What follows belongs to an exercise in optimizing a design on an open flow for small area, a short achievable clock period and few clock cycles; a production flow would make more cautious choices. Only simulation tests tie the RTL to the original design; equivalence was not proved. No activity file was given, so power comes from the tool's default toggle rates.

## flow/design.v (module list and top-level ports; edited modules follow where they fit)
// module aptb_acf: 1570 lines
module aptb_acf (
    input             clk,
    input             rst,           
    input             cmd_valid,
    output            cmd_ready,
    input      [31:0] cmd_word,      
    input      [31:0] cmd_data,      
    input      [31:0] cfg_fs,        
    input      [31:0] cfg_flo,       
    input      [31:0] cfg_fhi,       
    input      [15:0] cfg_tau,       
    output reg        rsp_valid,
    output reg [31:0] rsp_result,
    output reg [7:0]  rsp_err
);
  // ...
==> flow/flow/run.sh <==
#!/bin/bash
# The standard layout, with the port buffers made from plain buf_4 cells
# instead of the delay buffer the resizer picks by default.
set -euo pipefail
export BUFFER_PORTS_ARGS="-buffer_cell sky130_fd_sc_hd__buf_4"
bash standard.sh finish > standard_flow.log 2>&1
==> flow/standard.sh <==
#!/bin/bash
# synth_recipe.tcl (not shown) runs the flow's synth.tcl, then flattens the netlist and writes it again
# the make line also repeats each setting of config.mk as NAME=value (left out here)
make -C /OpenROAD-flow-scripts/flow DESIGN_CONFIG=/design/flow/config.mk WORK_HOME=/design/flow/orfs CLKGATE_MAP_FILE= SYNTH_SCRIPT=/design/flow/synth_recipe.tcl "${@:-finish}"
==> flow/config.mk <==
export PLATFORM = sky130hd
export DESIGN_NAME = aptb_acf
export DESIGN_NICKNAME = aptb_acf
export VERILOG_FILES = /design/flow/design.v
export SDC_FILE = /design/flow/constraint.sdc
export NUM_CORES = 4
export LEC_CHECK = 0
export CAP_MARGIN = 20
export CORE_MARGIN = 2
export CORE_UTILIZATION = 30
export SLEW_MARGIN = 20
==> flow/constraint.sdc <==
create_clock -name core_clock -period 15.0 [get_ports {clk}]
set_input_delay 3.0000 -clock core_clock [delete_from_list [all_inputs] [get_ports {clk}]]
set_output_delay 3.0000 -clock core_clock [all_outputs]
set_load 0.01 [all_outputs]
==> impl_metrics.env, run 1 <==
export IMPL_timing_hold_ws_ns=0.3171
export IMPL_postLayoutCoreUtil=0.3469
export IMPL_fin_crit_ns=4.702
export IMPL_status="timing/DRC/antenna clean"
export IMPL_setup_tns_final_ns=0
export IMPL_cpPeakStageDelay_ns=0.66
export IMPL_yosys_most_used_dff="edfxtp_1"
export IMPL_multi_input_area_share=0.3761
export IMPL_pwr_share_seq=0.495
export IMPL_synth_seq_cells=1310
export IMPL_seq_share=0.4582
export IMPL_seq_cells=1310
export IMPL_busiest_layer="met2"
export IMPL_seqCellArea_um2=34120
export IMPL_synth_mux_area_frac=0.09915
export IMPL_synth_top_family_by_area="adder cells"
export IMPL_crit_required_ns=15.59
export IMPL_start_util=0.3018
export IMPL_setup_viol_count_final=0
export IMPL_p_comb_frac=0.027
export IMPL_clockBufferDepth=3
export IMPL_worst_slew_pin_slew_ns=1.269
export IMPL_cp_max_fo=18
export IMPL_antenna_found_initial=1
export IMPL_multi_input_area_um2=28000
export IMPL_nFillCells=20790
export IMPL_dp_hpwl_mm=124.7
export IMPL_dominant_cell_class="sequential cells"
export IMPL_hold_buffers=0
export IMPL_post_cts_buffers=0
export IMPL_grt_overflow=0
export IMPL_portBuffers=216
export IMPL_power_leakage_nw=27.07
export IMPL_grt_use_met2=0.2471
export IMPL_max_freq_ghz=0.2127
export IMPL_post_route_cell_area_um2=74460
export IMPL_setup_slack_ns=10.30
export IMPL_first_pass_iters=6
export IMPL_p_clk_w=0.00368
export IMPL_power_frac_clock=0.478
export IMPL_layout_common_cells="edfxtp_1, dfxtp_1, inv_1, nor2_1, a21oi_1"
export IMPL_grtUsageTotal=0.1512
export IMPL_final_layout_size_suffix_gt1_frac=0.1451
Testbench counts, summed over its fixed seeds: cycles 43,037.
==> inputs of run 2 (changes only) <==
--- a/flow/design.v
+++ b/flow/design.v
@@ -95,21 +95,17 @@
     wire       o_minp = q_d[7];
     wire       o_lag  = q_d[6];
     wire       o_max  = q_d[5];
     wire       o_min  = q_d[4];
     wire       o_corr = q_d[3];
     wire       o_freq = q_d[2];
     wire       o_pred = q_d[1];
     wire       o_half = q_d[0];
-    reg [31:0] c_flo, c_fhi;
-    always @(posedge clk) begin
-        c_flo <= cfg_flo;
-        c_fhi <= cfg_fhi;
-    end
+    wire [31:0] c_flo, c_fhi;
     reg        cfgd;
     reg [8:0]  n;
     reg [7:0]  nm1;         
     reg [6:0]  nh1;         
     reg [6:0]  mp;
     reg [22:0] fs_s;
     reg [15:0] tau_s;
     reg        fs_big;
@@ -171,16 +167,18 @@
         for (gj = 0; gj < 16; gj = gj + 1) begin : g_md
             always @(posedge clk) begin
                 m_hgt[gj] <= (vv_n[7:4] > gj);
                 m_heq[gj] <= (vv_n[7:4] == gj);
                 m_lgt[gj] <= (vv_n[3:0] > gj);
             end
         end
     endgenerate
+    assign c_flo = T[31:0];
+    assign c_fhi = T[63:32];
     wire [255:0] df;
     generate
         for (gj = 0; gj < 256; gj = gj + 1) begin : g_df
             assign df[gj] = (S[gj] ^ T[gj]) & (m_hgt[gj / 16] | (m_heq[gj / 16] & m_lgt[gj % 16]));
         end
     endgenerate
     wire [8:0] sb;
     reg        pa_v, pa_rd, pa_first, pa_last;
@@ -1389,27 +1387,27 @@
         if (rst) begin
             cfgd    <= 1'b0;
             in_run  <= 1'b0;
             rd_run  <= 1'b0;
             sw_busy <= 1'b0;
         end else begin
             if (do_init_start) begin
                 in_run <= 1'b1;
-                in_cnt <= 4'd1;
+                in_cnt <= 4'd0;
                 cfgd   <= 1'b0;
                 fs_s   <= cfg_fs[22:0];
                 fs_big <= |cfg_fs[31:23];
                 tau_s  <= cfg_tau;
                 in_dov <= 1'b0;
                 in_k   <= 4'd8;
                 in_q   <= 8'd0;
             end else if (in_run) begin
                 in_cnt <= in_cnt + 4'd1;
-                begin
+                if (in_cnt != 4'd0) begin
                     in_q   <= {in_q[6:0], in_ge};
                     in_dov <= in_dov | in_d2[32];
                     if (in_le) in_k <= in_k - 4'd1;
                 end
                 if (done) in_run <= 1'b0;
             end
             if (do_init_ok) begin
                 cfgd     <= 1'b1;
@@ -1478,17 +1476,17 @@
             s_ld <= do_fill;
             pr_v <= pa_v;
             pb_v <= pr_v;
             e_st <= e_st_n;
             if (e_st == E_IDLE) e_rd <= !do_fill;
             if (do_init_start) begin
                 dv_sh[32:0] <= {2'b0, cfg_fs[22:0], 8'd0};
             end else if (in_run) begin
-                dv_sh[32:0] <= in_ge ? in_sub[32:0] : in_r2[32:0];
+                if (in_cnt != 4'd0) dv_sh[32:0] <= in_ge ? in_sub[32:0] : in_r2[32:0];
             end else if (c_newlag || do_pred_start) begin
                 dv_busy <= 1'b1;
                 dv_pred <= do_pred_start;
                 dv_cnt  <= 5'd20;
                 dv_rem  <= 7'd0;
                 dv_sh   <= {1'b0, fs_s, 16'd0};
                 dv_dv   <= c_newlag ? pb_lag : lastlag;
                 dv_l3   <= c_newlag ? {2'd0, pb_lag} + {1'b0, pb_lag, 1'b0}
@@ -1501,17 +1499,17 @@
             end
             if (pe_fin)
                 dv_ok <= confident;
             else if (dv_busy && dv_pred && dv_cnt == 5'd1)
                 dv_ok <= 1'b1;
             if (do_init_start) begin
                 mr <= {1'b0, cfg_fs[22:0], 8'd0};
             end else if (in_run) begin
-                mr <= in_d2[31:0];
+                if (in_cnt != 4'd0) mr <= in_d2[31:0];
             end else if (c_newmax) begin
                 mu_busy <= 1'b1;
                 mu_cnt  <= 4'd8;
                 mr      <= {pb_d, 24'd0};
             end else if (mu_busy) begin
                 mr <= {mu_m[6:0], 1'b0, {mu_acc[22:0], 1'b0} + (mu_m[7] ? {8'd0, tau_s} : 24'd0)};
                 mu_cnt <= mu_cnt - 4'd1;
                 if (mu_cnt == 4'd1) mu_busy <= 1'b0;
@@ -1561,10 +1559,11 @@
         e_rem <= e_rem_n;
         e_run <= e_run_n;
         case (ts)
         2'd0: begin T <= S;                     off <= 7'd0;        end
         2'd1: begin T <= {1'b0, T[255:1]};      off <= off + 7'd1;  end
         2'd2: begin T <= {4'd0, T[255:4]};      off <= off + 7'd4;  end
         default: begin T <= {16'd0, T[255:16]}; off <= off + 7'd16; end
         endcase
+        if (in_run) T[63:0] <= {cfg_fhi, cfg_flo};
     end
 endmodule
==> impl_metrics.env, run 2 <==
export IMPL_synth_top_area_frac=0.3663
export IMPL_holdCritPathClass="reg -> reg"
export IMPL_wl_per_cell_um=22.23
export IMPL_finalMaxSlewViolations=0
export IMPL_layout_commonest_cell="edfxtp_1"
export IMPL_cp_max_fo=17
export IMPL_synth_compound_area_frac=0.08538
export IMPL_grt_pass1_vias=42040
export IMPL_power_internal_w=0.005700
export IMPL_relSlewSlack=0.2192
export IMPL_cts_root_buffer="clkbuf_16"
export IMPL_crit_slowest_cell="o21ai_0"
export IMPL_drt_iter0_drc=3855
export IMPL_clk_latency_ns=0.80
export IMPL_antenna_found_initial=13
export IMPL_synth_common_cells="edfxtp_1, inv_1, dfxtp_1"
export IMPL_fin_worst_skew_ns=0.04357
export IMPL_cts_sinks=1246
export IMPL_cap_violations=0
export IMPL_area_growth_pct=14.78
export IMPL_crit_type="reg -> reg"
export IMPL_gp_congestion=0.9304
export IMPL_min_path_cells=0
export IMPL_cpPeakStageDelay_ns=0.83
export IMPL_cp_start_kind="flop"
export IMPL_dp_hpwl_mm=138.9
export IMPL_cts_tree="built"
export IMPL_wirelength_mm=185.7
export IMPL_dieArea_um2=218800
export IMPL_synthSimpleGateAreaFrac=0.08080
export IMPL_status="timing/DRC/antenna clean"
export IMPL_synth_mux_area_frac=0.1058
export IMPL_drc=0
export IMPL_power_switching_w=0.001573
export IMPL_synth_distinct_cells=91
export IMPL_final_layout_size_suffix_gt1_frac=0.1560
export IMPL_hold_viol_final=0
export IMPL_synthAdderAreaFrac=0.1256
export IMPL_setup_slack_ns=10.49
export IMPL_worst_slew_pin_slew_ns=1.170
export IMPL_hold_buffers=0
export IMPL_dpl_worst_slack_ns=9.860
export IMPL_nFillCells=20740
export IMPL_ir_worst_vdd_uv=102.6
export IMPL_avgSynthCellArea_um2=12.40
export IMPL_grt_overflow=0
export IMPL_rsz0062_at_grt="false"
export IMPL_cts_inserted_buffers=139
export IMPL_largestRegisters="F x256, S x256, T x256"
export IMPL_async_reset_ff_frac=0
export IMPL_synth_area_leaders="edfxtp_1, dfxtp_1, mux4_2"
export IMPL_synth_seq_cells=1246
export IMPL_crit_family="compound AO/OA/AOI/OAI gates"
export IMPL_yosysMostFrequentCell="edfxtp_1"
export IMPL_crit_arrival_ns=5.04
export IMPL_r2r_cells=13
export IMPL_timing_hold_ws_ns=0.3188
export IMPL_synth_edf_count=787
export IMPL_clockBufferDepth=3
export IMPL_worstPathCellList="and2_1 > ha_1 > inv_1 > fa_1 > nor2b_1 > o21a_1 > o21ai_0 > a211o_1 > and4_1 > o21ai_0 > nor2_1 > a211o_1 > a221o_1"
export IMPL_rows=170
export IMPL_portBuffers=216
export IMPL_postLayoutCoreUtil=0.3458
export IMPL_num_vias=42180
export IMPL_die_h_um=467.8
export IMPL_dieWidth_um=467.8
export IMPL_cts_resized=0
export IMPL_power_frac_clock=0.483
export IMPL_cp_num_cells=13
export IMPL_first_pass_iters=5
export IMPL_grtUsageTotal=0.1671
export IMPL_clk_pin_slew_ns=0.06
export IMPL_max_freq_ghz=0.2216
export IMPL_htree_levels=4
export IMPL_grt_max_degree=119
export IMPL_post_cts_buffers=0
export IMPL_power_leakage_nw=26.95
export IMPL_syn_area_um2=64520
export IMPL_synth_top_family_by_area="adder cells"
export IMPL_yosys_most_used_dff="edfxtp_1"
export IMPL_crit_required_ns=15.53
export IMPL_synth_warnings=1
export IMPL_io_pin_count=221
export IMPL_power_density_nw_per_um2=98.20
export IMPL_p_comb_frac=0.018
export IMPL_synthXorXnorAreaFrac=0.05009
export IMPL_nNetsFinal=6067
export IMPL_pwr_share_seq=0.498
export IMPL_grt_pass1_wl_mm=274.4
export IMPL_layout_common_cells="edfxtp_1, inv_1, dfxtp_1, nor2_1, a21oi_1"
export IMPL_coreArea_um2=214200
export IMPL_ant_nets=0
export IMPL_switching_share=0.2162
export IMPL_period_share=0.3009
export IMPL_endpoint_kind="flop"
export IMPL_synth_yosys_seq_area_share=0.5087
export IMPL_cp_num_buf_inv=1
export IMPL_setup_tns_final_ns=0
export IMPL_synthCells=5202
export IMPL_start_util=0.3012
export IMPL_drt_vias_per_instance=5.050
export IMPL_synthDominantAreaCellType="edfxtp_1"
export IMPL_fin_crit_ns=4.513
export IMPL_setup_viol_count_final=0
## run 2: through the flow
| step | cell area, um2 | std cells | total power, W |
|---|---|---|---|
| after CTS | 74000 | 8348 | 0.007335 |
| after detailed placement | 69290 | 8089 | 0.003831 |
| final | 74060 | 8352 | 0.007273 |
| after global placement | 69290 | 8089 | 0.003829 |
| after floorplan | 64540 | 5205 | 0.003755 |
| after global routing | 74060 | 8351 | 0.007472 |
## run 2: worst paths after layout
check | startpoint | end | slack, ns
worst max register to register | mr[31]$_SDFFCE_PP0P_ | mr[21]$_DFFE_PP_ | 10.49
worst max-delay path | mr[31]$_SDFFCE_PP0P_ | mr[21]$_DFFE_PP_ | 10.49
worst min-delay path | pa_rd$_DFF_P_ | pr_rd$_DFF_P_ | 0.32
worst min register to register | pa_rd$_DFF_P_ | pr_rd$_DFF_P_ | 0.32
## run 2: final cells by class
type | count | area (um2) | share of cell area
sequential | 1246 | 32840 | 0.4433
clock buffer | 188 | 3961 | 0.05349
clock inverter | 71 | 755.7 | 0.01020
tap | 2838 | 3551 | 0.04794
antenna | 2 | 5.005 | 0.00006758
timing repair buffer | 277 | 2116 | 0.02857
inverter | 498 | 1871 | 0.02526
multi-input combinational | 3232 | 28970 | 0.3911
## run 2: logic make-up (layout without fill, tap and decap cells)
group	count (synthesis)	after routing
AOI/OAI and AO/OA	876	876
xor gates and xnor gates	369	369
adders and majority gates	494	494
buffers and inverters	727	1034
DFF	1246	1246
muxes	373	373
other	1	6
and+or+nand+nor	1116	1116
## run 2: power groups by stage
stage	clock network (W)	logic [W]	registers, W
6_report	0.00352	0.000132	0.00363
5_1_grt	0.00370	0.000145	0.00362
4_1_cts	0.00358	0.000133	0.00363
3_5_place_dp	0	0.000132	0.00370
3_3_place_gp	0	0.000130	0.00370
2_1_floorplan	0	0.0000617	0.00369
## run 2: worst reg2reg max path, cell delays in order (launching register included)
cell,delay (ns)
edfxtp_1,0.82
and2_1,0.26
ha_1,0.17
inv_1,0.05
fa_1,0.39
nor2b_1,0.13
o21a_1,0.13
o21ai_0,0.17
a211o_1,0.33
and4_1,0.23
o21ai_0,0.83
nor2_1,0.16
a211o_1,0.31
a221o_1,0.30
## run 2: layer usage
metal,track usage,share of wire,up-vias
met5,0,0,-
met4,0.05811,0.035,0
met3,0.02895,0.067,303
met2,0.2768,0.48,1541
met1,0.2197,0.42,21350
li1,-,-,18980
Testbench counts of run 2, summed over its fixed seeds: cycles 43,069.

-- port drivers added, routing unchanged --
No port has a modelled driver above. Below, the same layouts with a new extraction and two added sets of constraints.
Step 1 sets driving cells, clkbuf_16 on the clock port and buf_2 on the other inputs (assumed; they add their load-dependent delay and slew).
Step 2 moves the port delays by t, midway between the first and last clock arrival at a register: inputs arrive t later, outputs are due t later. That takes back most of the time a late clock gives input paths.
Three values: no drivers, after step 1, after step 2; two values: the first two.
run | t, ns | setup WS [ns] | worst setup path after step 2
run 1 | 0.862 | 10.298 / 10.298 / 9.801 | input to register
run 2 | 0.860 | 10.487 / 10.487 / 9.854 | input to register
After both steps setup and hold are still met in every run listed. For run 2, which loses most, drivers alone change the setup slack by 0.000 ns; drivers and shift together by -0.633 ns.
